From an optimization exercise on the open Yosys and OpenROAD flow, aimed at small area, a short achievable clock period and few clock cycles per item; shortcuts taken in it are not production practice. The RTL was checked by simulation tests, not by an equivalence proof against the original design. Power and IR drop assume default switching activity.

==> flow/design.v <==
module tc_uplink_codec (
    input  wire        clk,
    input  wire        rst_n,
    input  wire        in_valid,
    output reg         in_ready,
    input  wire [7:0]  in_data,
    input  wire        in_last,
    input  wire [1:0]  in_op,
    output reg         out_valid,
    input  wire        out_ready,
    output reg  [7:0]  out_data,
    output reg         out_last,
    output wire [15:0] out_res
);
    localparam [1:0] OP_CRC  = 2'd0;
    localparam [1:0] OP_SCR  = 2'd1;
    localparam [1:0] OP_CLTU = 2'd2;
    localparam [1:0] OP_TC   = 2'd3;
    localparam [2:0] S_IDLE  = 3'd0;
    localparam [2:0] S_SYNC1 = 3'd1;
    localparam [2:0] S_BODY  = 3'd2;
    localparam [2:0] S_FILL  = 3'd3;
    localparam [2:0] S_PAR   = 3'd4;
    localparam [2:0] S_TAIL  = 3'd5;
    localparam [1:0] SRC_DATA  = 2'd0;
    localparam [1:0] SRC_CRCHI = 2'd1;
    localparam [1:0] SRC_CRCLO = 2'd2;
    localparam [1:0] SRC_DONE  = 2'd3;
    function [15:0] crc16_byte;
        input [15:0] c;
        input [7:0]  b;
        integer k;
        reg [15:0] r;
        begin
            r = c ^ {b, 8'h00};
            for (k = 0; k < 8; k = k + 1)
                r = r[15] ? ((r << 1) ^ 16'h1021) : (r << 1);
            crc16_byte = r;
        end
    endfunction
    function [7:0] par_step;
        input [7:0] a;
        input [7:0] b;
        reg [7:0] x;
        begin
            x = a ^ b;
            par_step = {x[6:0], x[7]};
        end
    endfunction
    function [7:0] scr_step;
        input [7:0] y;
        scr_step = {y[0] ^ y[2] ^ y[7], y[4] ^ y[7], y[3] ^ y[6], y[2] ^ y[5],
                    y[1] ^ y[4], y[0] ^ y[3], y[0] ^ y[7], y[1] ^ y[4] ^ y[7]};
    endfunction
    reg [2:0]  state;
    reg [1:0]  op;
    reg [1:0]  src;
    reg        first;      
    reg [15:0] res;        
    reg        carry;      
    reg [7:0]  scr;        
    reg [7:0]  blk_par;    
    reg [2:0]  cnt;        
    reg        int_go;     
    reg        skid_full;
    reg [7:0]  skid_data;
    reg        skid_last;
    assign out_res = res;
    wire st_idle = (state == S_IDLE);
    wire st_body = (state == S_BODY);
    wire st_fill = (state == S_FILL);
    wire st_par  = (state == S_PAR);
    wire st_tail = (state == S_TAIL);
    wire op_crc  = (op == OP_CRC) || (op == OP_TC);
    wire op_scr  = (op == OP_SCR) || (op == OP_TC);
    wire op_cltu = op[1];
    wire load = !out_valid || out_ready;
    wire idle_go = st_idle && in_valid && !skid_full &&
                   !(out_valid && out_last && !out_ready);
    wire take    = in_ready && in_valid;
    wire prod    = take || int_go || (idle_go && in_op[1]);
    reg [7:0] pay_byte;
    always @(*) begin
        case (src)
            SRC_CRCHI: pay_byte = res[15:8];
            SRC_CRCLO: pay_byte = res[7:0];
            default:   pay_byte = in_data;
        endcase
    end
    wire [7:0] coded_byte = op_scr ? (pay_byte ^ scr) : pay_byte;
    reg [1:0] src_next;
    always @(*) begin
        case (src)
            SRC_DATA:  src_next = in_last ? (op_crc ? SRC_CRCHI : SRC_DONE) : SRC_DATA;
            SRC_CRCHI: src_next = SRC_CRCLO;
            default:   src_next = SRC_DONE;
        endcase
    end
    wire pay_final = (src_next == SRC_DONE);
    reg [7:0] prod_data;
    reg       prod_last;
    always @(*) begin
        prod_data = coded_byte;
        prod_last = 1'b0;
        case (state)
            S_IDLE:  prod_data = 8'hEB;
            S_SYNC1: prod_data = 8'h90;
            S_BODY:  prod_last = !op_cltu && pay_final;
            S_FILL:  prod_data = 8'h55;
            S_PAR:   prod_data = blk_par;
            S_TAIL: begin
                prod_data = 8'hC5;
                prod_last = (cnt == 3'd6);
            end
            default: ;
        endcase
    end
    reg [2:0] state_next;
    reg [1:0] src_upd;
    always @(*) begin
        state_next = state;
        src_upd    = src;
        case (state)
            S_IDLE: begin
                src_upd = SRC_DATA;
                if (idle_go)
                    state_next = in_op[1] ? S_SYNC1 : S_BODY;
            end
            S_SYNC1: if (prod) state_next = S_BODY;
            S_BODY: if (prod) begin
                src_upd = src_next;
                if (op_cltu) begin
                    if (cnt == 3'd6)
                        state_next = S_PAR;
                    else if (pay_final)
                        state_next = S_FILL;
                end else if (pay_final) begin
                    state_next = S_IDLE;
                end
            end
            S_FILL: if (prod && cnt == 3'd6) state_next = S_PAR;
            S_PAR:  if (prod) state_next = (src == SRC_DONE) ? S_TAIL : S_BODY;
            S_TAIL: if (prod && cnt == 3'd6) state_next = S_IDLE;
            default: state_next = S_IDLE;
        endcase
    end
    wire skid_next = !load && (skid_full || prod);
    wire body_data_next = (state_next == S_BODY) && (src_upd == SRC_DATA);
    wire int_next  = (state_next == S_SYNC1) || (state_next == S_FILL) ||
                     (state_next == S_PAR) || (state_next == S_TAIL) ||
                     ((state_next == S_BODY) && (src_upd == SRC_CRCHI || src_upd == SRC_CRCLO));
    always @(posedge clk) begin
        if (!rst_n) begin
            out_valid <= 1'b0;
            skid_full <= 1'b0;
        end else begin
            skid_full <= skid_next;
            if (load)
                out_valid <= skid_full || prod;
        end
        if (load) begin
            out_data <= skid_full ? skid_data : prod_data;
            out_last <= skid_full ? skid_last : prod_last;
        end
        if (!skid_full) begin
            skid_data <= prod_data;
            skid_last <= prod_last;
        end
    end
    wire       cin   = st_par || carry;
    wire [2:0] pair  = {1'b0, res[1:0]} + {2'b00, cin};
    always @(posedge clk) begin
        if (!rst_n) begin
            state    <= S_IDLE;
            in_ready <= 1'b0;
            int_go   <= 1'b0;
        end else begin
            state    <= state_next;
            in_ready <= body_data_next && !skid_next;
            int_go   <= int_next && !skid_next;
        end
        src <= src_upd;
        if (st_idle) begin
            scr     <= 8'hFF;
            first   <= 1'b1;
            blk_par <= 8'h00;
            cnt     <= 3'd0;
            carry   <= 1'b0;
        end
        if (idle_go) begin
            op  <= in_op;
            res <= {16{in_op[0] ~^ in_op[1]}};
        end
        if (prod && !st_idle) begin
            if (op == OP_CLTU) begin
                res   <= {pair[1:0], res[15:2]};
                carry <= pair[2];
            end
            if (st_body || st_fill || st_par)
                blk_par <= par_step(blk_par, prod_data);
            if (op_cltu && (st_body || st_fill || st_tail))
                cnt <= (cnt == 3'd6) ? 3'd0 : cnt + 3'd1;
        end
        if (take) begin
            first <= 1'b0;
            case (op)
                OP_SCR:  res[7:0] <= par_step(res[7:0], in_data);
                OP_CLTU: ;
                default: res <= crc16_byte(res, in_data);
            endcase
        end
        if (prod && st_body) begin
            scr <= scr_step(scr);
            if (first) begin
                scr[0] <= 1'b0;
                scr[1] <= 1'b1;
                scr[5] <= 1'b1;
                scr[6] <= 1'b1;
                scr[7] <= 1'b0;
            end
        end
    end
endmodule
export LEC_CHECK = 0
export ABC_AREA = 1
export CAP_MARGIN = 20
export CORE_MARGIN = 2
export CORE_UTILIZATION = 40
export PLACE_DENSITY = 0.6
export SETUP_SLACK_MARGIN = 2.8
export SLEW_MARGIN = 20
export TNS_END_PERCENT = 0
create_clock -name core_clock -period 5.0 [get_ports {clk}]
standard.sh (not shown) runs the stock make flow with config.mk's settings and CLKGATE_MAP_FILE= SYNTH_SCRIPT=/design/flow/synth_recipe.tcl, a recipe that flattens the netlist after the stock synthesis.
==> flow/flow/run.sh <==
#!/bin/bash
# Standard layout, with plain buffers (not delay cells) on the ports.
set -euo pipefail
export BUFFER_PORTS_ARGS="-buffer_cell sky130_fd_sc_hd__buf_2"
bash standard.sh > standard.log 2>&1
Testbench counts at the start, summed over its fixed seeds: cycles 19,099, bytes 15,499.
Change:
--- a/flow/config.mk
+++ b/flow/config.mk
@@ -7,3 +7,3 @@
 export LEC_CHECK = 0
-export ABC_AREA = 1
+export ABC_AREA = 0
 export CAP_MARGIN = 20
@@ -14,2 +14 @@
 export SLEW_MARGIN = 20
-export TNS_END_PERCENT = 0
The new run went through all stages and came out clean; clock skew goes up by 0.0032 ns; design area climbs by about 1%; worst setup slack gets worse by 0.0039 ns; sequential cell count is unchanged; total power came out higher by about 35%.
Change:
--- a/flow/config.mk
+++ b/flow/config.mk
@@ -7,3 +7,3 @@
 export LEC_CHECK = 0
-export ABC_AREA = 0
+export ABC_AREA = 1
 export CAP_MARGIN = 20
Outcome: Register-to-register slack improved by 0.04 ns. Cell area rises slightly. Core utilization rises by 0.85 points. Area after synthesis falls by a few percent. Routed wire length falls by a few percent. Worst hold slack is about the same.
Change:
--- a/flow/config.mk
+++ b/flow/config.mk
@@ -12,3 +12,3 @@
 export PLACE_DENSITY = 0.6
-export SETUP_SLACK_MARGIN = 2.8
+export SETUP_SLACK_MARGIN = 2.9
 export SLEW_MARGIN = 20
- worst hold slack stays flat
- sequential power increases slightly
- via count came out higher by a few percent
- power increases by a few percent
- clock-buffer cell count is unchanged
- synthesized area stays the same
- routed wire length climbs by a little under a tenth
- die area stays the same
- critical path depth stays the same

afterwards: timing with drivers on the ports:
Ports are ideal in the flow. The routed layouts listed here were re-timed in OpenROAD.
Step 1 (the two cells are an assumption about what drives the block):
set clk [get_ports {clk}]
set_driving_cell -lib_cell sky130_fd_sc_hd__clkbuf_16 $clk
set_driving_cell -lib_cell sky130_fd_sc_hd__buf_2 [delete_from_list [all_inputs] $clk]
Step 2 adds t to the input delays and takes it off the output delays; t is the mean of the earliest and latest rising clock arrival at the registers after step 1. Input paths then give back, and output paths get back, about the clock's delay inside the block.
a / b / c = no drivers / after step 1 / after step 2; a / b = the first two.
| run | shift t [ns] | slack for setup (ns) | worst hold slack (ns) | latest minus earliest clock arrival (ns) | worst register clock-pin slew, ns |
|---|---|---|---|---|---|
| the first run | 0.371 | 2.802 / 2.811 / 2.440 | 0.468 / 0.468 / 0.468 | 0.014 / 0.014 | 0.08 / 0.08 |
| the second run | 0.382 | 2.798 / 2.780 / 2.398 | 0.465 / 0.465 / 0.465 | 0.017 / 0.017 | 0.09 / 0.09 |
| the third run | 0.371 | 2.835 / 2.845 / 2.473 | 0.467 / 0.467 / 0.467 | 0.013 / 0.013 | 0.08 / 0.08 |
| the fourth run | 0.392 | 2.878 / 2.858 / 2.470 | 0.466 / 0.466 / 0.466 | 0.008 / 0.009 | 0.08 / 0.08 |
After both steps setup and hold are still met in every run listed. For the fourth run, which loses most, drivers alone change the setup slack by -0.020 ns; drivers and shift together by -0.408 ns.
